Source: an optimization exercise on an open RTL-to-GDS flow (aim: small area, a short achievable clock period and few clock cycles). Production flows keep margins and buffers that such runs may drop.
Where RTL was checked, it was by simulation tests only, not by an equivalence proof against the original.
The RTL of runs 1 to 3 was laid out without a check of its function.
Power is estimated from default activity; no workload was simulated.

[design/flow/config.mk]
export PLATFORM = sky130hd
export DESIGN_NAME = pae_a_decoder
export DESIGN_NICKNAME = pae_a_decoder
export VERILOG_FILES = /design/flow/design.v
export SDC_FILE = /design/flow/constraint.sdc
export NUM_CORES = 4
export LEC_CHECK = 0
export CAP_MARGIN = 20
export CORE_MARGIN = 2
export CORE_UTILIZATION = 40
export PLACE_DENSITY = 0.6
export SLEW_MARGIN = 20
[design/flow/constraint.sdc]
create_clock -name core_clock -period 8.0 [get_ports {clk}]
set_input_delay 1.6000 -clock core_clock [delete_from_list [all_inputs] [get_ports {clk}]]
set_output_delay 1.6000 -clock core_clock [all_outputs]
set_load 0.01 [all_outputs]
[design/flow/design.v]
module pae_a_decoder (
    input  wire       clk,
    input  wire       rst,
    input  wire       start,
    output wire       busy,
    output wire       done,
    output reg  [3:0] err,
    output reg  [3:0] width,
    output reg        order,
    output reg  [1:0] mode,
    input  wire       in_valid,
    input  wire [7:0] in_data,
    input  wire       in_last,
    output wire       in_ready,
    output wire       out_valid,
    output wire [7:0] out_data,
    input  wire       out_ready
);
    localparam [3:0] E_NONE       = 4'd0,
                     E_INV_SIZE   = 4'd6,
                     E_NON_SQUARE = 4'd7,
                     E_RUN_OVF    = 4'd8,
                     E_DATA_OVF   = 4'd9,
                     E_TRUNC      = 4'd10;
    localparam [3:0] P_IDLE = 4'd0,
                     P_HDR  = 4'd1,    
                     P_OT   = 4'd2,    
                     P_DATA = 4'd3,    
                     P_PRE  = 4'd4,    
                     P_OFF  = 4'd5,    
                     P_CHK  = 4'd6,    
                     P_MODE = 4'd7,    
                     P_T1   = 4'd8,    
                     P_END  = 4'd9,    
                     P_FIX  = 4'd10;   
    reg        busy_r, done_r;
    reg [3:0]  ps;
    reg [9:0]  win;          
    reg [3:0]  rp;           
    reg        wlast;        
    wire        b1 = win[9];             
    wire        b0 = win[8];             
    wire        have2 = (rp >= 4'd2);
    wire        have1 = (rp != 4'd0);
    assign in_ready = busy_r && !wlast &&
                      ((ps == P_HDR) ||
                       ((rp <= 4'd2) && (ps != P_END)));
    wire       ld = in_ready && in_valid;
    reg        plane;
    reg [12:0] pm;           
    reg [3:0]  k;            
    reg [12:0] rv;           
    reg        big;          
    reg        off;          
    wire [7:0]  wsq   = width * width;
    wire [12:0] npl1  = {wsq, 5'd1};
    wire        rovf  = big || (rv > pm);
    wire        rfull = (rv == pm);
    reg [12:0] rz;           
    reg [1:0]  cnt;          
    reg [5:0]  pk;           
    reg [7:0]  obuf;
    reg        ofull;
    reg [1:0]  fq0, fq1, fq2, fq3;
    reg [2:0]  fc;
    wire       can_push = !ofull || out_ready;
    wire [2:0] room     = 3'd4 - {1'b0, cnt};
    wire       rz_nz    = (rz[12:1] != 12'd0);
    wire       rz_last  = (rz <= {10'd0, room} + 13'd1);
    wire       pop      = can_push && !rz_nz && (fc != 3'd0);
    wire       efree    = (!rz_nz && (fc == 3'd0)) ||
                          (can_push && rz_nz && rz_last && (fc == 3'd0)) ||
                          (can_push && !rz_nz && (fc == 3'd1));
    reg        push;         
    reg        hand;         
    reg [1:0]  cons;         
    always @(*) begin
        push = 1'b0;
        hand = 1'b0;
        cons = 2'd0;
        case (ps)
        P_OT, P_MODE, P_PRE, P_OFF: if (have2) cons = 2'd2;
        P_DATA: if (have2 && ({b1, b0} == 2'd0 || fc != 3'd4)) begin
                    cons = 2'd2;
                    push = ({b1, b0} != 2'd0);
                end
        P_T1:   if (have1) cons = 2'd1;
        P_CHK:  hand = !rovf && efree;
        default: ;
        endcase
    end
    wire hdr_take = (ps == P_HDR) && (rp[3]);
    wire [9:0] wsh = (cons == 2'd2) ? {win[7:0], 2'b00} :
                     (cons == 2'd1) ? {win[8:0], 1'b0} : win;
    wire        pm_ld  = (ps == P_OT) || (ps == P_T1) || ((ps == P_MODE) && !b1);
    wire [12:0] pm_sum = pm - rv;
    wire        pm_upd = ((ps == P_DATA) && push && !off) || hand || (ps == P_FIX);
    wire [12:0] pm_n   = pm_ld ? npl1 : pm_upd ? pm_sum : pm;
    wire [3:0] rp_c = hdr_take ? rp - 4'd8 : rp - {2'd0, cons};
    always @(posedge clk) begin
        if (rst) begin
            busy_r <= 1'b0;
            done_r <= 1'b0;
            ps     <= P_IDLE;
            ofull  <= 1'b0;
            err    <= E_NONE;
            rz     <= 13'd0;
            fc     <= 3'd0;
            cnt    <= 2'd0;
            pk     <= 6'd0;
        end else begin
            done_r <= 1'b0;
            if (ld) begin
                case (rp_c[1:0])
                2'd0:    win <= {in_data, 2'b00};
                2'd1:    win <= {wsh[9], in_data, 1'b0};
                default: win <= {wsh[9:8], in_data};
                endcase
                wlast <= in_last;
            end else begin
                win <= wsh;
            end
            rp <= rp_c + (ld ? 4'd8 : 4'd0);
            pm <= pm_n;
            case (ps)
            P_HDR: if (hdr_take) begin
                width <= win[9:6];
                if (win[9:6] != win[5:2]) begin
                    err <= E_NON_SQUARE;
                    ps  <= P_END;
                end else if (win[9:6] == 4'd0) begin
                    err <= E_INV_SIZE;
                    ps  <= P_END;
                end else begin
                    ps  <= P_OT;
                end
            end
            P_OT: if (have2) begin
                order <= b1;
                plane <= 1'b0;
                off   <= 1'b0;
                rv    <= 13'd1;
                k     <= 4'd0;
                ps    <= b0 ? P_DATA : P_PRE;
            end else if (wlast) begin
                err <= E_TRUNC;
                ps  <= P_END;
            end
            P_DATA: if (have2) begin
                if ({b1, b0} == 2'd0) begin
                    k   <= 4'd0;
                    rv  <= 13'h1fff;
                    ps  <= off ? P_FIX : P_PRE;
                end else if (push) begin
                    off <= 1'b0;
                    if (off ? (pm == 13'd1) : (pm == 13'd2))
                        ps <= plane ? P_END : P_MODE;
                end
            end else if (wlast) begin
                err <= E_TRUNC;
                ps  <= P_END;
            end
            P_PRE: if (have2) begin
                big <= (k >= 4'd6);
                if (b1 && b0) begin
                    if (k == 4'd7) begin
                        err <= E_RUN_OVF;
                        ps  <= P_END;
                    end else begin
                        k <= k + 4'd1;
                    end
                end else if (b1) begin
                    rv <= 13'd1;
                    k  <= k + 4'd1;
                    ps <= P_OFF;
                end else begin
                    rv <= {11'd1, b0};
                    ps <= (k == 4'd0) ? P_CHK : P_OFF;
                end
            end else if (wlast) begin
                err <= E_TRUNC;
                ps  <= P_END;
            end
            P_OFF: if (have2) begin
                rv <= {rv[10:0], b1, b0};
                k  <= k - 4'd1;
                if (k == 4'd1)
                    ps <= P_CHK;
            end else if (wlast) begin
                err <= E_TRUNC;
                ps  <= P_END;
            end
            P_CHK: begin
                if (rovf) begin
                    err <= E_DATA_OVF;
                    ps  <= P_END;
                end else if (hand) begin
                    off <= 1'b1;
                    rv  <= 13'd1;
                    if (rfull)
                        ps <= plane ? P_END : P_MODE;
                    else
                        ps <= P_DATA;
                end
            end
            P_MODE: if (have2) begin
                if (b1) begin
                    mode <= {1'b0, b0} + 2'd1;
                    ps   <= P_T1;
                end else begin
                    mode  <= 2'd0;
                    plane <= 1'b1;
                    off   <= 1'b0;
                    rv    <= 13'd1;
                    k     <= 4'd0;
                    ps    <= b0 ? P_DATA : P_PRE;
                end
            end else if (wlast) begin
                err <= E_TRUNC;
                ps  <= P_END;
            end
            P_T1: if (have1) begin
                plane <= 1'b1;
                off   <= 1'b0;
                rv    <= 13'd1;
                k     <= 4'd0;
                ps    <= b1 ? P_DATA : P_PRE;
            end else if (wlast) begin
                err <= E_TRUNC;
                ps  <= P_END;
            end
            P_FIX: begin
                off <= 1'b0;
                ps  <= P_PRE;
            end
            P_END: begin
                if (!rz_nz && fc == 3'd0 && can_push && busy_r && !done_r) begin
                    done_r <= 1'b1;
                    busy_r <= 1'b0;
                    ps     <= P_IDLE;
                end
            end
            default: ;
            endcase
            if (can_push) begin
                if (rz_nz) begin
                    if (rz_last) begin
                        rz  <= 13'd0;
                        cnt <= cnt + rz[1:0] - 2'd1;
                    end else begin
                        rz  <= rz - {10'd0, room};
                        cnt <= 2'd0;
                    end
                    if (!rz_last || rz[2:0] == room + 3'd1) begin
                        obuf  <= {pk, 2'b00};
                        ofull <= 1'b1;
                        pk    <= 6'd0;
                    end else if (ofull) begin
                        ofull <= 1'b0;
                    end
                end else if (fc != 3'd0) begin
                    cnt <= cnt + 2'd1;
                    case (cnt)
                    2'd0: pk[5:4] <= fq0;
                    2'd1: pk[3:2] <= fq0;
                    2'd2: pk[1:0] <= fq0;
                    default: ;
                    endcase
                    if (cnt == 2'd3) begin
                        obuf  <= {pk, fq0};
                        ofull <= 1'b1;
                        pk    <= 6'd0;
                    end else if (ofull) begin
                        ofull <= 1'b0;
                    end
                end else if (ofull) begin
                    ofull <= 1'b0;
                end
            end
            case ({push, pop})
            2'b01: begin
                fq0 <= fq1; fq1 <= fq2; fq2 <= fq3;
                fc  <= fc - 3'd1;
            end
            2'b10: begin
                case (fc[1:0])
                2'd0: fq0 <= {b1, b0};
                2'd1: fq1 <= {b1, b0};
                2'd2: fq2 <= {b1, b0};
                default: fq3 <= {b1, b0};
                endcase
                fc <= fc + 3'd1;
            end
            2'b11: begin
                fq0 <= (fc == 3'd1) ? {b1, b0} : fq1;
                fq1 <= (fc == 3'd2) ? {b1, b0} : fq2;
                fq2 <= (fc == 3'd3) ? {b1, b0} : fq3;
                fq3 <= {b1, b0};
            end
            default: ;
            endcase
            if (hand)
                rz <= rv;
            if (start && !busy_r) begin
                busy_r <= 1'b1;
                ps     <= P_HDR;
                rp     <= 4'd0;
                wlast  <= 1'b0;
                rz     <= 13'd0;
                fc     <= 3'd0;
                cnt    <= 2'd0;
                pk     <= 6'd0;
                err    <= E_NONE;
                mode   <= 2'd0;
            end
        end
    end
    assign busy      = busy_r;
    assign done      = done_r;
    assign out_valid = ofull;
    assign out_data  = obuf;
endmodule
[design/flow/run.sh]
#!/bin/bash
# synth_recipe.tcl (not shown) runs the flow's synth.tcl, then flattens the netlist and writes it again
# the make line also repeats each setting of config.mk as NAME=value (left out here)
make -C /OpenROAD-flow-scripts/flow DESIGN_CONFIG=/design/flow/config.mk WORK_HOME=/design/flow/orfs CLKGATE_MAP_FILE= SYNTH_SCRIPT=/design/flow/synth_recipe.tcl finish
==> results of run 1 <==
-- final timing paths --
| check | endpoint | slack [ns] | cells after the start |
|---|---|---|---|
| min reg2reg | obuf[6] | 0.42 | 0 |
| max | in_ready | 3.93 | 6 |
| max reg2reg | pm[12] | 4.02 | 11 |
| min | obuf[6] | 0.42 | 0 |
-- flip-flops by register name, summed over array words and instances (netlist names), 3 cells and up --
signal  cells
err         4
ps          4
pk          6
win        10
fc          3
rp          4
rv         13
pm         13
width       4
rz         13
obuf        8
k           4
-- area by class of cell --
class / count / area (µm²)
Timing Repair Buffer: 51 / 473
Multi-Input combinational cell: 628 / 4070
Sequential cell: 106 / 2830
Inverter: 48 / 180
Tap cell: 229 / 287
Clock inverter: 4 / 51.3
Fill cell: 1713 / 9660
Clock buffer: 12 / 289
-- worst max-delay path: cells and delay by family (launching register included) --
family                 cells  cell delay, ns
AO/OA/AOI/OAI              1            0.07
buffers and inverters      2            0.94
flip-flops                 1            0.31
AND/OR/NAND/NOR            3            0.79
-- metrics by stage --
step                setup WS [ns]  power, mW
global placement             3.29       1.30
finish                       3.93       1.80
detailed placement           3.26       1.30
global route                 3.68       1.92
floorplan                    3.59       1.15
CTS                          3.63       1.81
-- layout by cell type, fill, tap and decap left out, drive strengths merged, types with 9 or more instances in the layout --
cell,count
edfxtp,71
and2,9
clkdlybuf4s50,36
o21a,16
buf,15
nor2b,20
xor2,15
nor3,31
nor4,14
clkbuf,12
a21oi,55
mux2i,17
nor2,86
a211oi,9
xnor2,10
nand2,80
nand2b,13
dfxtp,35
inv,50
nand3,22
o21ai,61
ha,42
a31oi,10
-- per-layer routing --
layer,up-vias,track usage (%),wire [µm]
li1,3051,-,-
met1,2893,26.6,8510
met2,172,31.3,8620
met3,26,3.83,862
met4,0,4.78,275
met5,-,0,0
-- cells by family (layout without fill, tap and decap cells) --
kind of cell / count (synthesis) / in the layout / synth area share [%]
buffers and inverters: 90 / 115 / 5.06
DFF: 106 / 106 / 39.1
and+or+nand+nor: 313 / 313 / 21.3
adders and majority gates: 45 / 45 / 8.09
muxes: 20 / 20 / 2.82
AOI/OAI and AO/OA: 225 / 225 / 20.6
xor gates and xnor gates: 25 / 25 / 3.02
-- where the power goes --
part	internal [mW]	switching [mW]	total (mW)
sequential	0.643	0.0440	0.687
combinational	0.238	0.378	0.616
clock	0.290	0.206	0.497
==> run notes, run 1 <==
# TYPE chip_impl_metric gauge
chip_impl_info{name="r2r-start",value="cnt[0]"} 1
chip_impl_metric{name="drt_first_pass_iters",unit=""} 5
chip_impl_metric{name="timing.critical_path.arrival",unit="ns"} 2.47
chip_impl_info{name="rsz0062_at_grt",value="false"} 1
chip_impl_info{name="netlist_top_cells_area",value="edfxtp_1 (29%), dfxtp_1 (9.7%), ha_1 (7.3%)"} 1
chip_impl_metric{name="tot_gr_track_use",unit="%"} 19.3
chip_impl_metric{name="setup_total_negative_slack",unit="ns"} 0
chip_impl_metric{name="routed_wire_length_per_instance",unit="µm"} 16.9
chip_impl_metric{name="worst_skew_pair.late_latency",unit="ns"} 0.35
chip_impl_metric{name="yosys.cell_types.count",unit=""} 71
chip_impl_info{name="yosys-top-cells-count",value="nor2_1 (86), nand2_1 (80), edfxtp_1 (71)"} 1
chip_impl_metric{name="utilization",unit="%"} 45.8
chip_impl_metric{name="placement.io_buffers",unit=""} 36
chip_impl_metric{name="postCtsResizedCells",unit=""} 0
chip_impl_info{name="post-synth-top-count-cell",value="nor2_1"} 1
chip_impl_info{name="postSynth.topFlopCell",value="edfxtp_1"} 1
chip_impl_metric{name="edff_count_synth",unit=""} 71
chip_impl_metric{name="ys_seq_area_share",unit="%"} 39.1
chip_impl_metric{name="syn-cell-area",unit="µm²"} 7240
chip_impl_metric{name="fmax",unit="GHz"} 0.245
chip_impl_info{name="synth_top_area_cell",value="edfxtp_1"} 1
chip_impl_metric{name="yosysTopAreaCellShare",unit="%"} 29.4
chip_impl_metric{name="hold_worst_slack",unit="ns"} 0.424
chip_impl_info{name="worstSetupEndpointType",value="output pin"} 1
chip_impl_metric{name="vias",unit=""} 6142
chip_impl_metric{name="ys_warnings",unit=""} 1
chip_impl_metric{name="critical_path_required",unit="ns"} 6.40
chip_impl_metric{name="post_synth_inst_count",unit=""} 824
chip_impl_metric{name="floorplan.die_area",unit="µm²"} 19200
chip_impl_info{name="holdCritStartpoint",value="pk[4]"} 1
chip_impl_metric{name="crit_fanout",unit=""} 29
chip_impl_metric{name="final_period_demand_of_the_worst_path",unit="ns"} 4.07
chip_impl_metric{name="initial_utilization",unit="%"} 40.6
chip_impl_metric{name="postSynthRegisterBits",unit=""} 106
chip_impl_metric{name="dp_cell_count",unit=""} 1062
chip_impl_metric{name="cts_hold_buffers",unit=""} 0
chip_impl_info{name="cp-startpoint",value="ps[0]"} 1
chip_impl_metric{name="io_pins",unit=""} 37
chip_impl_info{name="root_buffer",value="clkbuf_16"} 1
chip_impl_metric{name="clock_skew",unit="ns"} 0.0114
chip_impl_metric{name="h-tree-depth",unit=""} 3
chip_impl_metric{name="die_y",unit="µm"} 139
chip_impl_metric{name="antenna_violations_before_repair",unit=""} 0
chip_impl_metric{name="die-width",unit="µm"} 139
chip_impl_metric{name="post-dp-hpwl",unit="µm"} 13300
chip_impl_metric{name="cts.path.max_buffers",unit=""} 2
chip_impl_metric{name="worst-slew-pin-transition",unit="ns"} 1.07
chip_impl_metric{name="power.density",unit="nW/µm²"} 220
chip_impl_metric{name="cts.reportedPaths.clkPinSlew",unit="ns"} 0.07
chip_impl_metric{name="timing_max_transition_violations_final",unit=""} 0
chip_impl_info{name="slowest_stage",value="clkdlybuf4s50_1"} 1
chip_impl_metric{name="detailedRoute.firstIterationViolations",unit=""} 521
chip_impl_metric{name="cp_slowest_stage_delay",unit="ns"} 0.63
chip_impl_metric{name="synthesis.nets",unit=""} 883
chip_impl_metric{name="placedInstanceArea",unit="µm²"} 7830
chip_impl_metric{name="final_net_count",unit=""} 903
chip_impl_info{name="hp-class",value="reg2reg"} 1
chip_impl_metric{name="largest_net_degree_at_the_start_of_global_routing",unit=""} 30
chip_impl_metric{name="post_cts_buffers",unit=""} 0
chip_impl_metric{name="cts.sinks",unit=""} 106
chip_impl_metric{name="async_reset_ff_share",unit="%"} 0
chip_impl_info{name="timing_worst_setup_path_type",value="reg2out"} 1
chip_impl_metric{name="number_of_core_rows",unit=""} 49
chip_impl_metric{name="design_area",unit="µm²"} 8180
chip_impl_metric{name="postRouteWirelength",unit="µm"} 18300
chip_impl_info{name="status",value="timing/DRC/antenna clean"} 1
chip_impl_metric{name="instances_no_fill",unit=""} 1078
chip_impl_metric{name="setup_viol",unit=""} 0
chip_impl_metric{name="cts_made_buffers",unit=""} 9
chip_impl_metric{name="area.growth.synth_to_final",unit="%"} 12.9
chip_impl_metric{name="globalplace.congestion",unit=""} 0.936
chip_impl_metric{name="fp.coreArea",unit="µm²"} 17800
chip_impl_metric{name="route.detailed.drc",unit=""} 0
chip_impl_metric{name="average_cell_area_after_synthesis",unit="µm²"} 8.79
chip_impl_metric{name="grt_pass1_wl",unit="µm"} 30400
chip_impl_metric{name="final-hold-violation-count",unit=""} 0
chip_impl_metric{name="maxCapViolations",unit=""} 0
chip_impl_metric{name="drive_gt1_share",unit="%"} 6.60
chip_impl_metric{name="layout_worst_path_cycle_share",unit="%"} 50.9
chip_impl_metric{name="ir_drop",unit="mV"} 0.134
chip_impl_info{name="worstPathCellList",value="buf_4 -> nand2b_1 -> nor3_1 -> a21oi_1 -> nor3b_1 -> clkdlybuf4s50_1"} 1
chip_impl_metric{name="insertedDiodeCount",unit=""} 0
chip_impl_metric{name="grt_ovf",unit=""} 0
chip_impl_metric{name="routed_via_density",unit=""} 5.70
chip_impl_info{name="cp-start-kind",value="flip-flop"} 1
chip_impl_metric{name="antenna_left",unit=""} 0
chip_impl_metric{name="leakagePower",unit="nW"} 3.11
chip_impl_metric{name="max-slew-margin-rel",unit="%"} 27.8
chip_impl_info{name="cts_tree",value="yes"} 1
chip_impl_metric{name="number_of_global_route_vias_before_repair",unit=""} 5867
==> run 2: changes to the inputs <==
--- a/design/flow/design.v
+++ b/design/flow/design.v
@@ -62,14 +62,16 @@
     reg [7:0]  obuf;
     reg        ofull;
-    reg [1:0]  fq0, fq1, fq2, fq3;
-    reg [2:0]  fc;
+    localparam QD = 4;       
+    reg [2*QD-1:0] fq;       
+    reg [3:0]  fc;
+    wire [1:0] fq0 = fq[1:0];
     wire       can_push = !ofull || out_ready;
     wire [2:0] room     = 3'd4 - {1'b0, cnt};
     wire       rz_nz    = (rz[12:1] != 12'd0);
     wire       rz_last  = (rz <= {10'd0, room} + 13'd1);
-    wire       pop      = can_push && !rz_nz && (fc != 3'd0);
-    wire       efree    = (!rz_nz && (fc == 3'd0)) ||
-                          (can_push && rz_nz && rz_last && (fc == 3'd0)) ||
-                          (can_push && !rz_nz && (fc == 3'd1));
+    wire       pop      = can_push && !rz_nz && (fc != 4'd0);
+    wire       efree    = (!rz_nz && (fc == 4'd0)) ||
+                          (can_push && rz_nz && rz_last && (fc == 4'd0)) ||
+                          (can_push && !rz_nz && (fc == 4'd1));
     reg        push;         
     reg        hand;         
@@ -81,5 +83,5 @@
         case (ps)
         P_OT, P_MODE, P_PRE, P_OFF: if (have2) cons = 2'd2;
-        P_DATA: if (have2 && ({b1, b0} == 2'd0 || fc != 3'd4)) begin
+        P_DATA: if (have2 && ({b1, b0} == 2'd0 || fc != QD)) begin
                     cons = 2'd2;
                     push = ({b1, b0} != 2'd0);
@@ -90,4 +92,13 @@
         endcase
     end
+    reg [2*QD-1:0] fq_n;
+    wire [3:0] widx = fc - {3'd0, pop};
+    integer i;
+    always @(*) begin
+        fq_n = pop ? {2'b00, fq[2*QD-1:2]} : fq;
+        if (push)
+            for (i = 0; i < QD; i = i + 1)
+                if (widx == i) fq_n[2*i +: 2] = {b1, b0};
+    end
     wire hdr_take = (ps == P_HDR) && (rp[3]);
     wire [9:0] wsh = (cons == 2'd2) ? {win[7:0], 2'b00} :
@@ -235,5 +246,5 @@
             end
             P_END: begin
-                if (!rz_nz && fc == 3'd0 && can_push && busy_r && !done_r) begin
+                if (!rz_nz && fc == 4'd0 && can_push && busy_r && !done_r) begin
                     done_r <= 1'b1;
                     busy_r <= 1'b0;
@@ -259,5 +270,5 @@
                         ofull <= 1'b0;
                     end
-                end else if (fc != 3'd0) begin
+                end else if (fc != 4'd0) begin
                     cnt <= cnt + 2'd1;
                     case (cnt)
@@ -278,26 +289,6 @@
                 end
             end
-            case ({push, pop})
-            2'b01: begin
-                fq0 <= fq1; fq1 <= fq2; fq2 <= fq3;
-                fc  <= fc - 3'd1;
-            end
-            2'b10: begin
-                case (fc[1:0])
-                2'd0: fq0 <= {b1, b0};
-                2'd1: fq1 <= {b1, b0};
-                2'd2: fq2 <= {b1, b0};
-                default: fq3 <= {b1, b0};
-                endcase
-                fc <= fc + 3'd1;
-            end
-            2'b11: begin
-                fq0 <= (fc == 3'd1) ? {b1, b0} : fq1;
-                fq1 <= (fc == 3'd2) ? {b1, b0} : fq2;
-                fq2 <= (fc == 3'd3) ? {b1, b0} : fq3;
-                fq3 <= {b1, b0};
-            end
-            default: ;
-            endcase
+            fq <= fq_n;
+            fc <= fc + {3'd0, push} - {3'd0, pop};
             if (hand)
                 rz <= rv;
--- a/design/flow/config.mk
+++ b/design/flow/config.mk
@@ -10,3 +10,4 @@
 export CORE_UTILIZATION = 40
 export PLACE_DENSITY = 0.6
+export SETUP_SLACK_MARGIN = 4.5
 export SLEW_MARGIN = 20
==> run 2 against run 1 <==
Effect of this change: first-iteration DRC count grew 40%; global-route usage grew 0.43 points; clock power shrank 8.5%; non-clock buffer count grew 10; combinational power grew 150%; still clean; critical endpoint unchanged; critical path type unchanged; die area grew 2.0%.
==> run notes, run 2 <==
# TYPE chip_impl_metric gauge
chip_impl_metric{name="postLayoutSetupSlackWorst",unit="ns"} 4.57
chip_impl_metric{name="final-hold-violation-count",unit=""} 0
chip_impl_metric{name="placement.io_buffers",unit=""} 36
chip_impl_info{name="status",value="timing/DRC/antenna clean"} 1
chip_impl_metric{name="ir_drop",unit="mV"} 0.229
chip_impl_metric{name="timing.critical_path.arrival",unit="ns"} 1.83
chip_impl_metric{name="drt_first_pass_iters",unit=""} 5
chip_impl_info{name="root_buffer",value="clkbuf_16"} 1
chip_impl_metric{name="io_pins",unit=""} 37
chip_impl_metric{name="cts.path.max_buffers",unit=""} 2
chip_impl_metric{name="yosys.area_share.adder",unit="%"} 8.37
chip_impl_metric{name="number_of_core_rows",unit=""} 49
chip_impl_metric{name="die-width",unit="µm"} 140
chip_impl_metric{name="die_y",unit="µm"} 140
chip_impl_info{name="most-common-layout-cells",value="edfxtp_1 (71), nor2_1 (69), a21oi_1 (67), nand2_1 (60), o21ai_0 (49)"} 1
chip_impl_metric{name="postRouteWirelength",unit="µm"} 19100
chip_impl_info{name="synth_top_area_cell",value="edfxtp_1"} 1
chip_impl_metric{name="floorplan.die_area",unit="µm²"} 19600
chip_impl_metric{name="tot_gr_track_use",unit="%"} 19.7
chip_impl_metric{name="synthesis.nets",unit=""} 888
chip_impl_metric{name="timing_max_transition_violations_final",unit=""} 0
chip_impl_info{name="r2r-start",value="rp[3]"} 1
chip_impl_metric{name="area.growth.synth_to_final",unit="%"} 15.8
chip_impl_metric{name="yosys.cell_types.count",unit=""} 77
chip_impl_metric{name="placedInstanceArea",unit="µm²"} 7970
chip_impl_info{name="netlist_top_cells_area",value="edfxtp_1 (29%), dfxtp_1 (9.8%), ha_1 (7.3%)"} 1
chip_impl_metric{name="grt_ovf",unit=""} 0
chip_impl_info{name="mostFrequentLayoutCell",value="edfxtp_1"} 1
chip_impl_metric{name="design_area",unit="µm²"} 8550
chip_impl_metric{name="final_period_demand_of_the_worst_path",unit="ns"} 3.43
chip_impl_metric{name="layout_worst_path_cycle_share",unit="%"} 42.9
chip_impl_metric{name="globalplace.congestion",unit=""} 0.903
chip_impl_info{name="cp-start-kind",value="flip-flop"} 1
chip_impl_metric{name="fraction_of_synthesized_area_in_multiplexers",unit="%"} 4.05
chip_impl_metric{name="worst_skew_pair.late_latency",unit="ns"} 0.36
chip_impl_metric{name="final_net_count",unit=""} 917
chip_impl_metric{name="postSynthRegisterBits",unit=""} 107
chip_impl_info{name="post-synth-top-count-cell",value="nor2_1"} 1
chip_impl_metric{name="post-dp-hpwl",unit="µm"} 13600
chip_impl_metric{name="area_of_the_multi_input_gates",unit="µm²"} 4350
chip_impl_metric{name="antenna_violations_before_repair",unit=""} 0
chip_impl_metric{name="h-tree-depth",unit=""} 3
chip_impl_metric{name="synth_compound_gate_area_share",unit="%"} 20.5
chip_impl_info{name="worstSetupEndpointType",value="output pin"} 1
chip_impl_metric{name="worst-slew-pin-transition",unit="ns"} 0.938
chip_impl_metric{name="initial_utilization",unit="%"} 41.0
chip_impl_metric{name="fmax",unit="GHz"} 0.291
chip_impl_metric{name="async_reset_ff_share",unit="%"} 0
chip_impl_info{name="cts_tree",value="yes"} 1
chip_impl_metric{name="largest_net_degree_at_the_start_of_global_routing",unit=""} 40
chip_impl_metric{name="ys_warnings",unit=""} 1
chip_impl_info{name="cp-startpoint",value="ps[3]"} 1
chip_impl_metric{name="detailedRoute.firstIterationViolations",unit=""} 728
chip_impl_info{name="holdCritStartpoint",value="pk[2]"} 1
chip_impl_metric{name="setup_viol",unit=""} 0
chip_impl_metric{name="leakagePower",unit="nW"} 3.15
chip_impl_metric{name="cp_slowest_stage_delay",unit="ns"} 0.34
chip_impl_metric{name="synth_xor_area_share",unit="%"} 2.61
chip_impl_metric{name="maxCapViolations",unit=""} 0
chip_impl_metric{name="setup_total_negative_slack",unit="ns"} 0
chip_impl_metric{name="cts.sinks",unit=""} 107
chip_impl_metric{name="antenna_left",unit=""} 0
chip_impl_metric{name="layout.area.seq",unit="µm²"} 2850
chip_impl_metric{name="fillers",unit=""} 1792
chip_impl_metric{name="post_synth_inst_count",unit=""} 827
chip_impl_metric{name="routed_via_density",unit=""} 5.86
chip_impl_metric{name="cts.reportedPaths.clkPinSlew",unit="ns"} 0.08
chip_impl_metric{name="drive_gt1_share",unit="%"} 9.99
chip_impl_metric{name="post-place-ws",unit="ns"} 3.04
chip_impl_metric{name="max-slew-margin-rel",unit="%"} 37.2
chip_impl_metric{name="yosysTopAreaCellShare",unit="%"} 28.9
chip_impl_metric{name="dp_cell_count",unit=""} 1061
chip_impl_metric{name="ys_seq_area_share",unit="%"} 38.6
chip_impl_metric{name="routed_wire_length_per_instance",unit="µm"} 17.6
chip_impl_metric{name="syn-cell-area",unit="µm²"} 7390
chip_impl_metric{name="grt_pass1_wl",unit="µm"} 31400
chip_impl_metric{name="vias",unit=""} 6384
chip_impl_info{name="main_combinational_cell_family_by_area_after_synthesis",value="simple AND/OR/NAND/NOR gates"} 1
chip_impl_metric{name="critical_path_required",unit="ns"} 6.40
chip_impl_metric{name="clock_skew",unit="ns"} 0.0116
chip_impl_metric{name="edff_count_synth",unit=""} 71
chip_impl_metric{name="number_of_global_route_vias_before_repair",unit=""} 5970
chip_impl_metric{name="cts_hold_buffers",unit=""} 0
chip_impl_metric{name="average_cell_area_after_synthesis",unit="µm²"} 8.93
chip_impl_metric{name="totalPowerFinal",unit="mW"} 2.90
chip_impl_info{name="yosys-top-cells-count",value="nor2_1 (75), edfxtp_1 (71), a21oi_1 (67)"} 1
chip_impl_metric{name="cts_made_buffers",unit=""} 9
chip_impl_metric{name="route.detailed.drc",unit=""} 0
chip_impl_info{name="hp-class",value="reg2reg"} 1
chip_impl_info{name="postSynth.topFlopCell",value="edfxtp_1"} 1
chip_impl_metric{name="insertedDiodeCount",unit=""} 0
chip_impl_info{name="rsz0062_at_grt",value="true"} 1
chip_impl_metric{name="fp.coreArea",unit="µm²"} 18000
chip_impl_info{name="worstPathCellList",value="buf_8 -> nand2b_4 -> nor3_4 -> a21o_1 -> and3_1 -> dlygate4sd2_1"} 1
chip_impl_info{name="largestRegisters",value="pm (13), rv (13), rz (13)"} 1
chip_impl_info{name="slowest_stage",value="dfxtp_1"} 1
chip_impl_metric{name="synth_simple_gate_area_share",unit="%"} 21.3
chip_impl_metric{name="crit_fanout",unit=""} 39
chip_impl_info{name="timing_worst_setup_path_type",value="reg2out"} 1
chip_impl_metric{name="instances_no_fill",unit=""} 1090
chip_impl_metric{name="power.density",unit="nW/µm²"} 339
==> run 2: cell count changes after synthesis, sizes merged, moves of 8 or more <==
cell,previous run,this run
a21oi,55,67
nand2,80,62
o21ai,61,51
o22ai,5,16
xor2,15,6
and2,9,18
a222oi,8,0
o21a,16,5
nor2,86,75
==> run 2: metal layers <==
metal,vias up,part of all wire (%),GRT usage [%]
li1,3150,-,-
met1,3016,47,27.6
met4,0,2.3,7.05
met2,182,46,31.6
met5,-,0,0
met3,36,4.3,2.43
==> run 2: layout make-up <==
cell class,count,area share (%)
clock buffers,11,2.97
repair buffers,61,6.89
well taps,229,3.35
clock inverters,5,0.483
inverters,47,2.11
flip-flops and latches,107,33.3
multi-input cells,630,50.9
==> run 2: kinds of logic (layout without fill, tap and decap cells) <==
family,count (synthesis),count (layout)
simple gates,297,297
fa+ha+maj,47,47
flops,107,107
mux,29,29
compound gates,235,235
buf+inv,90,124
xor+xnor,22,22
==> run 2: timing repair <==
item,4_1_cts,5_1_grt
endpoints found under the hold margin,0,0
buffers inserted,11,2
gates cloned,0,0
pin swaps,9,8
resized for setup,27,12
endpoints found under the setup margin,72,57
==> run 2: final timing paths <==
| kind | slack [ns] | to | cells past startpoint |
|---|---|---|---|
| setup / recovery | 4.57 | in_ready | 6 |
| hold / removal | 0.44 | obuf[4] | 0 |
| setup reg to reg | 4.62 | win[9] | 10 |
| hold reg to reg | 0.44 | obuf[4] | 0 |
==> run 2: critical path: cells and delay by family (launching register included) <==
kind	cells	cell delay (ns)
AO/OA/AOI/OAI	1	0.18
buffers and inverters	2	0.52
flip-flops	1	0.34
AND/OR/NAND/NOR	3	0.43
==> run 2: report_power, final <==
| group | total [mW] | internal (mW) | switching [mW] |
|---|---|---|---|
| clock | 0.455 | 0.235 | 0.220 |
| sequential | 0.905 | 0.773 | 0.132 |
| combinational | 1.54 | 0.661 | 0.877 |
| total | 2.90 | 1.67 | 1.23 |
==> run 2: through the flow <==
| step | util [%] | hold slack, ns |
|---|---|---|
| after global routing | 47.5 | 0.453 |
| final | 47.5 | 0.436 |
| after detailed placement | 44.2 | 0.418 |
| after floorplan | - | 0.409 |
| after CTS | 46.9 | 0.439 |
| after global placement | 44.2 | 0.421 |
==> run 3: changes to the inputs <==
--- a/design/flow/design.v
+++ b/design/flow/design.v
@@ -69,5 +69,6 @@
     wire [2:0] room     = 3'd4 - {1'b0, cnt};
     wire       rz_nz    = (rz[12:1] != 12'd0);
-    wire       rz_last  = (rz <= {10'd0, room} + 13'd1);
+    wire       rz_last  = (rz <= {9'd0, room} + 13'd4);
+    wire       rz_cmpl  = (rz > {10'd0, room});
     wire       pop      = can_push && !rz_nz && (fc != 4'd0);
     wire       efree    = (!rz_nz && (fc == 4'd0)) ||
@@ -263,5 +264,5 @@
                         cnt <= 2'd0;
                     end
-                    if (!rz_last || rz[2:0] == room + 3'd1) begin
+                    if (rz_cmpl) begin
                         obuf  <= {pk, 2'b00};
                         ofull <= 1'b1;
==> run 3 against run 2 <==
Effect of this change: first-iteration DRC count decreased by 21%; critical path type is now in2reg; sequential share of layout area is 0.22 points higher; worst hold slack improved by 0.0045 ns; register-to-register slack improved by 0.07 ns; largest power group unchanged; largest cell class unchanged; die area grew 0.25%.
==> run notes, run 3 <==
# TYPE chip_impl_metric gauge
chip_impl_info{name="status",value="timing/DRC/antenna clean"} 1
chip_impl_metric{name="ys_warnings",unit=""} 1
chip_impl_metric{name="average_cell_area_after_synthesis",unit="µm²"} 8.88
chip_impl_metric{name="clock_skew",unit="ns"} 0.00980
chip_impl_metric{name="timing_max_transition_violations_final",unit=""} 0
chip_impl_info{name="min_to",value="obuf[4]"} 1
chip_impl_metric{name="post-dp-hpwl",unit="µm"} 13700
chip_impl_metric{name="cts.path.max_buffers",unit=""} 2
chip_impl_metric{name="fp.coreArea",unit="µm²"} 18100
chip_impl_metric{name="io_pins",unit=""} 37
chip_impl_metric{name="edff_count_synth",unit=""} 71
chip_impl_metric{name="yosys.cell_types.count",unit=""} 78
chip_impl_metric{name="die_y",unit="µm"} 140
chip_impl_metric{name="worst-slew-pin-transition",unit="ns"} 0.944
chip_impl_metric{name="drive_gt1_share",unit="%"} 9.04
chip_impl_metric{name="number_of_core_rows",unit=""} 49
chip_impl_metric{name="cts.sinks",unit=""} 107
chip_impl_metric{name="floorplan.die_area",unit="µm²"} 19600
chip_impl_metric{name="number_of_global_route_vias_before_repair",unit=""} 5854
chip_impl_metric{name="timing.critical_path.arrival",unit="ns"} 3.51
chip_impl_info{name="cts_tree",value="yes"} 1
chip_impl_metric{name="initial_utilization",unit="%"} 40.9
chip_impl_info{name="hp-class",value="reg2reg"} 1
chip_impl_info{name="slowest_stage",value="clkdlybuf4s50_1"} 1
chip_impl_metric{name="die-width",unit="µm"} 140
chip_impl_info{name="worstSetupEndpointType",value="flip-flop"} 1
chip_impl_metric{name="layout.area.seq",unit="µm²"} 2860
chip_impl_metric{name="final-hold-violation-count",unit=""} 0
chip_impl_metric{name="h-tree-depth",unit=""} 3
chip_impl_metric{name="yosysTopAreaCellShare",unit="%"} 28.8
chip_impl_metric{name="route.detailed.drc",unit=""} 0
chip_impl_info{name="yosys-top-cells-count",value="nor2_1 (77), nand2_1 (74), edfxtp_1 (71)"} 1
chip_impl_metric{name="leakagePower",unit="nW"} 3.20
chip_impl_metric{name="final_net_count",unit=""} 919
chip_impl_metric{name="layout_worst_path_cycle_share",unit="%"} 42.9
chip_impl_info{name="post-synth-top-count-cell",value="nor2_1"} 1
chip_impl_info{name="synth_top_area_cell",value="edfxtp_1"} 1
chip_impl_metric{name="postLayoutSetupSlackWorst",unit="ns"} 4.57
chip_impl_info{name="postSynth.topFlopCell",value="edfxtp_1"} 1
chip_impl_metric{name="worst_skew_pair.late_latency",unit="ns"} 0.37
chip_impl_metric{name="syn-cell-area",unit="µm²"} 7410
chip_impl_info{name="timing_worst_setup_path_type",value="in2reg"} 1
chip_impl_metric{name="area.growth.synth_to_final",unit="%"} 14.9
chip_impl_metric{name="grt_pass1_wl",unit="µm"} 30600
chip_impl_metric{name="cp_slowest_stage_delay",unit="ns"} 0.51
chip_impl_metric{name="crit_fanout",unit=""} 13
chip_impl_metric{name="critical_path_required",unit="ns"} 8.08
chip_impl_info{name="largestRegisters",value="pm (13), rv (13), rz (13)"} 1
chip_impl_info{name="timing.rr.end",value="win[7]"} 1
chip_impl_metric{name="ys_seq_area_share",unit="%"} 38.5
chip_impl_info{name="r2r-start",value="rp[1]"} 1
chip_impl_metric{name="synthesis.nets",unit=""} 895
chip_impl_metric{name="largest_net_degree_at_the_start_of_global_routing",unit=""} 36
chip_impl_metric{name="placement.io_buffers",unit=""} 36
chip_impl_metric{name="cts_made_buffers",unit=""} 9
chip_impl_metric{name="setup_total_negative_slack",unit="ns"} 0
chip_impl_metric{name="routed_via_density",unit=""} 5.75
chip_impl_metric{name="final_period_demand_of_the_worst_path",unit="ns"} 3.43
chip_impl_metric{name="r2r_cells",unit=""} 9
chip_impl_metric{name="detailedRoute.firstIterationViolations",unit=""} 572
chip_impl_metric{name="postRouteWirelength",unit="µm"} 19000
chip_impl_metric{name="globalplace.congestion",unit=""} 0.907
chip_impl_metric{name="drt_first_pass_iters",unit=""} 5
chip_impl_metric{name="insertedDiodeCount",unit=""} 0
chip_impl_metric{name="tot_gr_track_use",unit="%"} 19.5
chip_impl_metric{name="post_synth_inst_count",unit=""} 834
chip_impl_metric{name="async_reset_ff_share",unit="%"} 0
chip_impl_metric{name="fmax",unit="GHz"} 0.292
chip_impl_metric{name="postSynthRegisterBits",unit=""} 107
chip_impl_metric{name="antenna_violations_before_repair",unit=""} 0
chip_impl_metric{name="min_path_cells",unit=""} 0
chip_impl_metric{name="maxCapViolations",unit=""} 0
chip_impl_metric{name="vias",unit=""} 6279
chip_impl_metric{name="antenna_left",unit=""} 0
chip_impl_metric{name="cts.reportedPaths.clkPinSlew",unit="ns"} 0.07
chip_impl_metric{name="ir_drop",unit="mV"} 0.214
chip_impl_info{name="rsz0062_at_grt",value="true"} 1
chip_impl_metric{name="routed_wire_length_per_instance",unit="µm"} 17.4
chip_impl_metric{name="power.density",unit="nW/µm²"} 310
chip_impl_metric{name="grt_ovf",unit=""} 0
chip_impl_metric{name="setup_viol",unit=""} 0
chip_impl_info{name="netlist_top_cells_area",value="edfxtp_1 (29%), dfxtp_1 (9.7%), ha_1 (7.1%)"} 1
chip_impl_info{name="most-common-layout-cells",value="nand2_1 (73), nor2_1 (73), edfxtp_1 (71), o21ai_0 (67), inv_1 (49)"} 1
chip_impl_metric{name="fillers",unit=""} 1728
chip_impl_info{name="cp-start-kind",value="input port"} 1
chip_impl_info{name="holdCritStartpoint",value="pk[2]"} 1
chip_impl_info{name="worstPathCellList",value="clkdlybuf4s50_1 -> nor2b_4 -> buf_4 -> nor2_1 -> nand3b_1 -> o21ai_2 -> a21oi_1 -> nor4_4 -> buf_12"} 1
chip_impl_metric{name="area_of_the_multi_input_gates",unit="µm²"} 4280
chip_impl_metric{name="max-slew-margin-rel",unit="%"} 36.9
chip_impl_info{name="root_buffer",value="clkbuf_16"} 1
chip_impl_metric{name="timing.reg2reg.setup_slack",unit="ns"} 4.69
chip_impl_metric{name="post-place-ws",unit="ns"} 3.64
[run 3: cell types whose count changed after synthesis, moves of 10 or more]
cell / previous run / this run
nor3_1: 34 / 24
o21ai_0: 50 / 68
o22ai_1: 16 / 5
buf_2: 2 / 15
a21oi_1: 67 / 48
nand2_1: 62 / 74
clkbuf_1: 38 / 25
a22oi_1: 4 / 14
[run 3: critical path, delay by kind of cell]
| kind | cells | cell delay (ns) |
|---|---|---|
| AOI/OAI and AO/OA | 2 | 0.44 |
| and+or+nand+nor | 4 | 0.62 |
| buffers and inverters | 3 | 0.83 |
[run 3: layout make-up]
class                           count  area share, %
Clock inverter                      6           1.07
Clock buffer                       10           2.94
Timing Repair Buffer               57           6.48
Sequential cell                   107           33.6
Inverter                           50           2.25
Tap cell                          229           3.37
Multi-Input combinational cell    633           50.3
[run 3: layer usage]
layer / GRT usage [%] / wire length (µm) / vias to the layer above
li1: - / - / 3115
met1: 26.5 / 8700 / 2950
met2: 31.3 / 8900 / 178
met3: 3.08 / 946 / 36
met4: 7.81 / 460 / 0
met5: 0 / 0 / -
[run 3: stage by stage]
step | total power [mW] | instance area [µm²] | hold WS [ns] | cells | util, %
after floorplan | 1.76 | 7420 | 0.409 | 834 | -
after global placement | 2.05 | 7950 | 0.420 | 1064 | 44.0
after detailed placement | 2.06 | 7950 | 0.418 | 1064 | 44.0
after CTS | 2.61 | 8390 | 0.436 | 1083 | 46.4
after global routing | 2.83 | 8510 | 0.441 | 1092 | 47.0
final | 2.64 | 8510 | 0.441 | 1092 | 47.0
[run 3: how the worst max path moves through the flow]
stage / startpoint / cells past startpoint / to
2_1_floorplan: out_ready / 8 / pm[0]
3_3_place_gp: out_ready / 8 / pm[6]
3_5_place_dp: out_ready / 8 / pm[5]
4_1_cts: ps[2] / 6 / in_ready
5_1_grt: out_ready / 9 / rv[3]
6_report: out_ready / 9 / rv[8]
[run 3: logic make-up after synthesis]
group,synth area share [%]
adder cells (fa/ha/maj),8.45
buffers and inverters,5.12
flip-flops,38.5
multiplexers,2.89
AND/OR/NAND/NOR,21.6
XOR/XNOR,2.72
AO/OA/AOI/OAI,20.7
[run 3: what timing repair did]
item,CTS,global route
cloned,0,0
hold buffers,0,0
setup endpoints to repair,85,50
setup buffers,3,8
resized for setup,19,10
pin swaps,4,5
[run 3: power breakdown]
part	switching, mW	total (mW)	internal, mW
Sequential	0.117	0.860	0.743
Clock	0.224	0.521	0.297
Combinational	0.733	1.26	0.528
==> run 4: changes to the inputs <==
--- a/design/flow/design.v
+++ b/design/flow/design.v
@@ -59,7 +59,6 @@
     reg [12:0] rz;           
     reg [1:0]  cnt;          
-    reg [5:0]  pk;           
-    reg [7:0]  obuf;
-    reg        ofull;
+    reg [7:0]  ob;           
+    reg        ofull;        
     localparam QD = 4;       
     reg [2*QD-1:0] fq;       
@@ -67,4 +66,5 @@
     wire [1:0] fq0 = fq[1:0];
     wire       can_push = !ofull || out_ready;
+    wire [7:0] ob_base  = ofull ? 8'd0 : ob;
     wire [2:0] room     = 3'd4 - {1'b0, cnt};
     wire       rz_nz    = (rz[12:1] != 12'd0);
@@ -120,5 +120,5 @@
             fc     <= 3'd0;
             cnt    <= 2'd0;
-            pk     <= 6'd0;
+            ob     <= 8'd0;
         end else begin
             done_r <= 1'b0;
@@ -264,27 +264,12 @@
                         cnt <= 2'd0;
                     end
-                    if (rz_cmpl) begin
-                        obuf  <= {pk, 2'b00};
-                        ofull <= 1'b1;
-                        pk    <= 6'd0;
-                    end else if (ofull) begin
-                        ofull <= 1'b0;
-                    end
+                    ob    <= ob_base;
+                    ofull <= rz_cmpl;
                 end else if (fc != 4'd0) begin
-                    cnt <= cnt + 2'd1;
-                    case (cnt)
-                    2'd0: pk[5:4] <= fq0;
-                    2'd1: pk[3:2] <= fq0;
-                    2'd2: pk[1:0] <= fq0;
-                    default: ;
-                    endcase
-                    if (cnt == 2'd3) begin
-                        obuf  <= {pk, fq0};
-                        ofull <= 1'b1;
-                        pk    <= 6'd0;
-                    end else if (ofull) begin
-                        ofull <= 1'b0;
-                    end
-                end else if (ofull) begin
+                    cnt   <= cnt + 2'd1;
+                    ob    <= ob_base | ({fq0, 6'd0} >> {cnt, 1'b0});
+                    ofull <= (cnt == 2'd3);
+                end else begin
+                    ob    <= ob_base;
                     ofull <= 1'b0;
                 end
@@ -302,5 +287,5 @@
                 fc     <= 3'd0;
                 cnt    <= 2'd0;
-                pk     <= 6'd0;
+                ob     <= 8'd0;
                 err    <= E_NONE;
                 mode   <= 2'd0;
@@ -311,4 +296,4 @@
     assign done      = done_r;
     assign out_valid = ofull;
-    assign out_data  = obuf;
+    assign out_data  = ob;
 endmodule
--- a/design/flow/config.mk
+++ b/design/flow/config.mk
@@ -9,4 +9,5 @@
 export CORE_MARGIN = 2
 export CORE_UTILIZATION = 40
+export CTS_BUF_LIST = sky130_fd_sc_hd__clkbuf_8
 export PLACE_DENSITY = 0.6
 export SETUP_SLACK_MARGIN = 4.5
==> run 4 against run 3 <==
Effect of this change: still clean; via count is 3.7% lower; first-iteration DRC count up 24%; maximum frequency grew 4.1%; clock-buffer cell count fell by 1; combinational power grew 6%; sequential share of layout area is essentially flat; setup slack improved by 0.13 ns; clock power shrank about 40%; cell area decreased by 7.1%; critical path type is now reg2out.
==> run notes, run 4 <==
# TYPE chip_impl_metric gauge
chip_impl_info{name="slowest_stage",value="dfxtp_1"} 1
chip_impl_metric{name="yosysTopAreaCellShare",unit="%"} 27.3
chip_impl_metric{name="ir_drop",unit="mV"} 0.188
chip_impl_metric{name="cts.sinks",unit=""} 101
chip_impl_metric{name="insertedDiodeCount",unit=""} 0
chip_impl_info{name="synth_top_area_cell",value="edfxtp_1"} 1
chip_impl_metric{name="die_y",unit="µm"} 136
chip_impl_info{name="rsz0062_at_grt",value="false"} 1
chip_impl_metric{name="cts_made_buffers",unit=""} 9
chip_impl_info{name="holdCritStartpoint",value="ob[1]"} 1
chip_impl_metric{name="final-hold-violation-count",unit=""} 0
chip_impl_metric{name="setup_viol",unit=""} 0
chip_impl_metric{name="postSynthRegisterBits",unit=""} 101
chip_impl_metric{name="hold_worst_slack",unit="ns"} 0.461
chip_impl_metric{name="routed_via_density",unit=""} 5.70
chip_impl_metric{name="routed_wire_length_per_instance",unit="µm"} 17.1
chip_impl_metric{name="timing.critical_path.arrival",unit="ns"} 1.69
chip_impl_info{name="yosys-top-cells-count",value="nor2_1 (96), a21oi_1 (74), edfxtp_1 (63)"} 1
chip_impl_metric{name="max-slew-margin-rel",unit="%"} 48.7
chip_impl_metric{name="cts.reportedPaths.clkPinSlew",unit="ns"} 0.11
chip_impl_metric{name="detailedRoute.firstIterationViolations",unit=""} 709
chip_impl_metric{name="critical_path_required",unit="ns"} 6.40
chip_impl_metric{name="layout_worst_path_cycle_share",unit="%"} 41.2
chip_impl_metric{name="number_of_global_route_vias_before_repair",unit=""} 5672
chip_impl_metric{name="maxCapViolations",unit=""} 0
chip_impl_info{name="netlist_top_cells_area",value="edfxtp_1 (27%), dfxtp_1 (11%), ha_1 (7.2%)"} 1
chip_impl_metric{name="power.density",unit="nW/µm²"} 310
chip_impl_metric{name="placedInstanceArea",unit="µm²"} 7510
chip_impl_info{name="cp-start-kind",value="flip-flop"} 1
chip_impl_metric{name="grt_pass1_wl",unit="µm"} 29600
chip_impl_metric{name="worst-slew-pin-transition",unit="ns"} 0.770
chip_impl_info{name="r2r-start",value="cnt[0]"} 1
chip_impl_metric{name="leakagePower",unit="nW"} 3.02
chip_impl_metric{name="h-tree-depth",unit=""} 3
chip_impl_metric{name="antenna_left",unit=""} 0
chip_impl_metric{name="tot_gr_track_use",unit="%"} 20.4
chip_impl_metric{name="cp_slowest_stage_delay",unit="ns"} 0.36
chip_impl_metric{name="placement.io_buffers",unit=""} 36
chip_impl_metric{name="cts.path.max_buffers",unit=""} 2
chip_impl_metric{name="crit_fanout",unit=""} 27
chip_impl_metric{name="number_of_core_rows",unit=""} 48
chip_impl_info{name="postSynth.topFlopCell",value="edfxtp_1"} 1
chip_impl_metric{name="grt_ovf",unit=""} 0
chip_impl_metric{name="average_cell_area_after_synthesis",unit="µm²"} 8.65
chip_impl_info{name="hp-class",value="reg2reg"} 1
chip_impl_metric{name="synthesis.nets",unit=""} 858
chip_impl_metric{name="die-width",unit="µm"} 136
chip_impl_metric{name="final_net_count",unit=""} 889
chip_impl_metric{name="async_reset_ff_share",unit="%"} 0
chip_impl_metric{name="postRouteWirelength",unit="µm"} 18100
chip_impl_metric{name="final_period_demand_of_the_worst_path",unit="ns"} 3.29
chip_impl_info{name="root_buffer",value="clkbuf_8"} 1
chip_impl_info{name="status",value="timing/DRC/antenna clean"} 1
chip_impl_metric{name="worst_skew_pair.late_latency",unit="ns"} 0.39
chip_impl_metric{name="timing_max_transition_violations_final",unit=""} 0
chip_impl_info{name="worstSetupEndpointType",value="output pin"} 1
chip_impl_info{name="largestRegisters",value="pm (13), rv (13), rz (13)"} 1
chip_impl_metric{name="yosys.cell_types.count",unit=""} 70
chip_impl_metric{name="fillers",unit=""} 1673
chip_impl_metric{name="ys_seq_area_share",unit="%"} 38.3
chip_impl_info{name="cp-startpoint",value="ps[2]"} 1
chip_impl_info{name="timing_worst_setup_path_type",value="reg2out"} 1
chip_impl_metric{name="ys_warnings",unit=""} 1
chip_impl_metric{name="fmax",unit="GHz"} 0.304
chip_impl_info{name="post-synth-top-count-cell",value="nor2_1"} 1
chip_impl_info{name="most-common-layout-cells",value="nor2_1 (93), a21oi_1 (74), edfxtp_1 (63), nand2_1 (53), o21ai_0 (51)"} 1
chip_impl_metric{name="drive_gt1_share",unit="%"} 9.10
chip_impl_metric{name="io_pins",unit=""} 37
chip_impl_metric{name="fp.coreArea",unit="µm²"} 17100
chip_impl_metric{name="drt_first_pass_iters",unit=""} 7
chip_impl_metric{name="post_synth_inst_count",unit=""} 800
chip_impl_metric{name="post-dp-hpwl",unit="µm"} 13000
chip_impl_metric{name="initial_utilization",unit="%"} 40.4
chip_impl_info{name="cts_tree",value="yes"} 1
chip_impl_metric{name="globalplace.congestion",unit=""} 0.872
chip_impl_info{name="worstPathCellList",value="buf_8 -> nor2_4 -> nand2_1 -> a22oi_1 -> nor3b_2 -> dlymetal6s2s_1"} 1
chip_impl_metric{name="edff_count_synth",unit=""} 63
chip_impl_metric{name="design_area",unit="µm²"} 7910
chip_impl_metric{name="area.growth.synth_to_final",unit="%"} 14.2
chip_impl_metric{name="vias",unit=""} 6044
chip_impl_metric{name="clock_skew",unit="ns"} 0.00921
chip_impl_metric{name="syn-cell-area",unit="µm²"} 6920
chip_impl_metric{name="setup_total_negative_slack",unit="ns"} 0
chip_impl_metric{name="route.detailed.drc",unit=""} 0
chip_impl_metric{name="antenna_violations_before_repair",unit=""} 0
chip_impl_metric{name="cts_hold_buffers",unit=""} 0
chip_impl_metric{name="largest_net_degree_at_the_start_of_global_routing",unit=""} 29
chip_impl_info{name="mostFrequentLayoutCell",value="nor2_1"} 1
chip_impl_metric{name="floorplan.die_area",unit="µm²"} 18400
-- run 4: cell types whose count changed after synthesis, sizes merged, moves of 7 or more --
cell	previous run	this run
clkbuf	25	32
nor2	77	96
o21a	13	3
o311ai	8	0
edfxtp	71	63
nand2	74	54
or3	13	3
xnor2	10	17
nor2b	13	24
a21o	6	13
o21ai	75	53
buf	19	6
a21oi	48	78
-- run 4: area by class of cell --
cell class	instances	area, µm²	share of cell area, %
multi-input combinational	613	4050	51.2
sequential	101	2660	33.6
timing repair buffer	58	567	7.17
tap	225	282	3.56
inverter	48	180	2.28
clock buffer	9	124	1.57
clock inverter	6	47.5	0.601
-- run 4: worst max-delay path: cells and delay by family, from the launching register on --
kind,cells,cell delay [ns]
simple gates,3,0.44
buf+inv,2,0.39
flops,1,0.36
compound gates,1,0.09
-- run 4: final timing paths --
check,end,slack [ns],cells past startpoint
setup / recovery,in_ready,4.71,6
hold / removal,ob[1],0.46,2
setup reg to reg,rz[5],4.75,13
hold reg to reg,ob[1],0.46,2
-- run 4: layer usage --
metal  share of wire [%]  vias up  track usage [%]
met5                   0        -                0
met1                  47     2858             27.8
met2                  46      159             32.7
met3                 4.6       41             2.92
li1                    -     2986                -
met4                 2.9        0             8.39
-- run 4: cells by family after synthesis --
family	Yosys count	share of synthesized area, %
AOI/OAI and AO/OA	228	20.9
xor gates and xnor gates	25	3.16
adders and majority gates	44	8.39
buffers and inverters	86	4.88
DFF	101	38.3
muxes	19	2.80
and+or+nand+nor	297	21.6
-- run 4: through the flow --
step	cells	power (mW)	utilization (%)	setup slack, ns
after floorplan	800	1.75	-	4.51
after global placement	1033	2.06	43.9	3.38
after detailed placement	1033	2.06	43.9	3.34
after CTS	1054	2.42	45.6	4.21
after global routing	1060	2.65	46.2	4.54
final	1060	2.45	46.2	4.71
-- run 4: power breakdown --
part / total (mW) / leakage [nW] / internal [mW] / switching, mW
sequential: 0.805 / 0.900 / 0.706 / 0.0991
combinational: 1.33 / 2.03 / 0.549 / 0.786
clock: 0.312 / 0.0918 / 0.116 / 0.196
total: 2.45 / 3.02 / 1.37 / 1.08
-- run 4: what timing repair did --
action | 4_1_cts | 5_1_grt
gates resized for setup | 13 | 15
pin swaps | 4 | 1
endpoints found under the hold margin | 0 | 0
endpoints found under the setup margin | 81 | 62
buffers inserted | 6 | 6
Testbench counts of run 4, summed over its fixed seeds: cycles 74,138.
==> run 5: changes to the inputs <==
--- a/design/flow/config.mk
+++ b/design/flow/config.mk
@@ -11,4 +11,4 @@
 export CTS_BUF_LIST = sky130_fd_sc_hd__clkbuf_8
 export PLACE_DENSITY = 0.6
-export SETUP_SLACK_MARGIN = 4.5
+export SETUP_SLACK_MARGIN = 5
 export SLEW_MARGIN = 20
==> run 5 against run 4 <==
Effect of this change: still clean on timing, DRC and antenna; routed wire length rose by 8.3%; total power is 17% higher; clock power up 11%; maximum frequency rose by 4.5%; largest power group unchanged.
==> run notes, run 5 <==
# TYPE chip_impl_metric gauge
chip_impl_info{name="status",value="timing/DRC/antenna clean"} 1
chip_impl_metric{name="floorplan.die_area",unit="µm²"} 18400
chip_impl_metric{name="cp_num_buf_inv",unit=""} 2
chip_impl_metric{name="drive_gt1_share",unit="%"} 21.0
chip_impl_metric{name="final_net_count",unit=""} 949
chip_impl_metric{name="worst-slew-pin-transition",unit="ns"} 0.696
chip_impl_info{name="cts_tree",value="yes"} 1
chip_impl_metric{name="globalRouteMet2Util",unit="%"} 35.2
chip_impl_metric{name="tot_gr_track_use",unit="%"} 21.8
chip_impl_metric{name="fmax",unit="GHz"} 0.317
chip_impl_metric{name="cp_slowest_stage_delay",unit="ns"} 0.36
chip_impl_metric{name="layout_worst_path_cycle_share",unit="%"} 39.4
chip_impl_metric{name="maxCapViolations",unit=""} 0
chip_impl_metric{name="routed_wire_length_per_instance",unit="µm"} 17.5
chip_impl_metric{name="utilization",unit="%"} 51.9
chip_impl_info{name="hp-class",value="reg2reg"} 1
chip_impl_metric{name="globalplace.congestion",unit=""} 0.920
chip_impl_metric{name="io_pins",unit=""} 37
chip_impl_info{name="timing.rr.end",value="rz[2]"} 1
chip_impl_metric{name="min_path_cells",unit=""} 2
chip_impl_info{name="critPathTopFamily",value="flip-flops"} 1
chip_impl_metric{name="synthesis.nets",unit=""} 858
chip_impl_info{name="r2r-start",value="rv[10]"} 1
chip_impl_metric{name="globalRouteMet1Util",unit="%"} 29.4
chip_impl_info{name="grt-busiest-layer",value="met2"} 1
chip_impl_metric{name="timing.critical_path.arrival",unit="ns"} 1.55
chip_impl_metric{name="cts_made_buffers",unit=""} 9
chip_impl_metric{name="number_of_core_rows",unit=""} 48
chip_impl_metric{name="die-width",unit="µm"} 136
chip_impl_metric{name="crit_fanout",unit=""} 13
chip_impl_metric{name="fp.coreArea",unit="µm²"} 17100
chip_impl_info{name="rsz0062_at_grt",value="true"} 1
chip_impl_metric{name="placement.io_buffers",unit=""} 36
chip_impl_metric{name="postRouteWirelength",unit="µm"} 19600
chip_impl_metric{name="use_met3",unit="%"} 3.29
chip_impl_metric{name="vias",unit=""} 6415
chip_impl_info{name="holdCritStartpoint",value="ob[1]"} 1
chip_impl_info{name="worstPathCellList",value="buf_12 -> nor2_4 -> nand2_1 -> a22oi_1 -> nor3b_2 -> buf_2"} 1
chip_impl_metric{name="antenna_violations_before_repair",unit=""} 0
chip_impl_metric{name="cts.path.max_buffers",unit=""} 2
chip_impl_metric{name="clock_skew",unit="ns"} 0.0139
chip_impl_metric{name="r2r_cells",unit=""} 13
chip_impl_metric{name="fillers",unit=""} 1579
chip_impl_metric{name="async_reset_ff_share",unit="%"} 0
chip_impl_metric{name="post_synth_inst_count",unit=""} 800
chip_impl_info{name="most-common-layout-cells",value="nor2_1 (86), a21oi_1 (65), edfxtp_1 (63), buf_4 (59), nand2_1 (51)"} 1
chip_impl_metric{name="placedInstanceArea",unit="µm²"} 7590
chip_impl_metric{name="postSynthRegisterBits",unit=""} 101
chip_impl_metric{name="routed_via_density",unit=""} 5.72
chip_impl_metric{name="yosysTopAreaCellShare",unit="%"} 27.3
chip_impl_metric{name="grt_pass1_wl",unit="µm"} 31400
chip_impl_metric{name="power.density",unit="nW/µm²"} 322
chip_impl_info{name="mostFrequentLayoutCell",value="nor2_1"} 1
chip_impl_metric{name="setup_total_negative_slack",unit="ns"} 0
chip_impl_metric{name="yosys.cell_types.count",unit=""} 70
chip_impl_metric{name="timing_max_transition_violations_final",unit=""} 0
chip_impl_metric{name="layout.area.seq",unit="µm²"} 2670
chip_impl_metric{name="final_period_demand_of_the_worst_path",unit="ns"} 3.15
chip_impl_metric{name="cts.reportedPaths.clkPinSlew",unit="ns"} 0.11
chip_impl_metric{name="ir_drop",unit="mV"} 0.224
chip_impl_metric{name="route.detailed.drc",unit=""} 0
chip_impl_metric{name="area.growth.synth_to_final",unit="%"} 28.3
chip_impl_metric{name="die_y",unit="µm"} 136
chip_impl_metric{name="edff_count_synth",unit=""} 63
chip_impl_metric{name="insertedDiodeCount",unit=""} 0
chip_impl_info{name="slowest_stage",value="dfxtp_2"} 1
chip_impl_metric{name="antenna_left",unit=""} 0
chip_impl_info{name="postSynth.topFlopCell",value="edfxtp_1"} 1
chip_impl_info{name="post-synth-top-count-cell",value="nor2_1"} 1
chip_impl_metric{name="timing.reg2reg.setup_slack",unit="ns"} 5.01
chip_impl_metric{name="design_area",unit="µm²"} 8880
==> run 5: changes by cell type in the layout (fill, tap and decap cells not counted), moves of 5 or more <==
| cell | delta |
|---|---|
| inv_2 | +5 |
| nor2_1 | -7 |
| buf_4 | +41 |
| dfxtp_1 | -6 |
| a21oi_2 | +5 |
| inv_1 | -5 |
| ha_1 | -5 |
| a21oi_1 | -9 |
| ha_4 | +5 |
| buf_6 | +9 |
==> run 5: worst min-delay path: stages (launching register included) <==
cell     delay (ns)
dfxtp_1        0.32
nand2_1        0.06
a21oi_1        0.06
==> run 5: logic make-up (layout without fill, tap and decap cells) <==
family / Yosys count / after routing / synth area share (%)
buf+inv: 86 / 182 / 4.88
compound gates: 228 / 228 / 20.9
flops: 101 / 101 / 38.3
fa+ha+maj: 44 / 44 / 8.39
mux: 19 / 19 / 2.80
xor+xnor: 25 / 25 / 3.16
simple gates: 297 / 297 / 21.6
==> run 5: timing repair <==
| item | in CTS | in global routing |
|---|---|---|
| pin swaps | 8 | 32 |
| buffers inserted | 40 | 25 |
| hold buffers | 0 | 0 |
| endpoints found under the setup margin | 96 | 78 |
| resized for setup | 64 | 51 |
| gates cloned | 4 | 1 |
==> run 5: cell type report <==
| cell class | instances | area share (%) |
|---|---|---|
| clock inverter | 7 | 0.818 |
| clock buffer | 9 | 1.40 |
| sequential | 101 | 30.1 |
| timing repair buffer | 118 | 13.6 |
| tap | 225 | 3.17 |
| inverter | 48 | 2.10 |
| multi-input combinational | 613 | 48.8 |
==> run 5: how the worst max path moves through the flow <==
stage	cells after the start	end	startpoint	slack, ns
final	6	in_ready	ps[1]	4.85
after global routing	6	in_ready	ps[1]	4.77
after CTS	4	in_ready	rp[1]	4.82
after detailed placement	10	fq[4]	out_ready	3.62
after global placement	10	fq[4]	out_ready	3.66
after floorplan	9	pm[0]	out_ready	4.60
==> run 5: metrics by stage <==
stage | cells | setup slack (ns) | hold slack (ns) | power [mW]
detailed placement | 1035 | 3.62 | 0.460 | 2.10
CTS | 1095 | 4.82 | 0.476 | 2.67
floorplan | 800 | 4.60 | 0.424 | 1.79
global placement | 1035 | 3.66 | 0.451 | 2.10
finish | 1121 | 4.85 | 0.474 | 2.86
global route | 1121 | 4.77 | 0.508 | 3.08
==> run 5: layer usage <==
| metal | part of all wire [%] | vias to the layer above | wire [µm] |
|---|---|---|---|
| met5 | 0 | - | 0 |
| met1 | 44 | 3023 | 8700 |
| met3 | 5.1 | 59 | 1000 |
| li1 | - | 3118 | - |
| met2 | 47 | 215 | 9260 |
| met4 | 3.2 | 0 | 630 |
==> run 5: power breakdown <==
part / switching, mW / internal (mW)
Combinational: 0.920 / 0.791
Sequential: 0.0922 / 0.709
Clock: 0.198 / 0.147
Total: 1.21 / 1.65

## afterwards: timing with drivers on the ports
No port has a modelled driver above. Below, the same layouts with a new extraction and two added sets of constraints.
Step 1, drivers: a clkbuf_16 drives clk and a buf_2 each remaining input, both assumed.
Step 2 also shifts input and output timing later by t, the mid clock arrival at the registers, as if the neighbouring blocks saw the same clock.
Three values: ideal ports, drivers, drivers and shift; two values: the first two.
run | shift t [ns] | setup slack, ns | latest minus earliest clock arrival (ns) | slew at the worst register clock pin (ns)
run 1 | 0.391 | 3.925 / 3.884 / 3.577 | 0.012 / 0.012 | 0.08 / 0.08
run 2 | 0.403 | 4.569 / 4.524 / 4.336 | 0.012 / 0.012 | 0.08 / 0.08
run 3 | 0.408 | 4.571 / 4.559 / 4.180 | 0.011 / 0.010 | 0.08 / 0.08
run 4 | 0.430 | 4.705 / 4.665 / 4.297 | 0.009 / 0.010 | 0.11 / 0.11
run 5 | 0.426 | 4.847 / 4.807 / 4.495 | 0.014 / 0.014 | 0.11 / 0.11
After both steps every run listed still meets setup and hold. The setup slack of run 4, which loses most, moves by -0.040 ns with the drivers and by -0.408 ns with both steps.
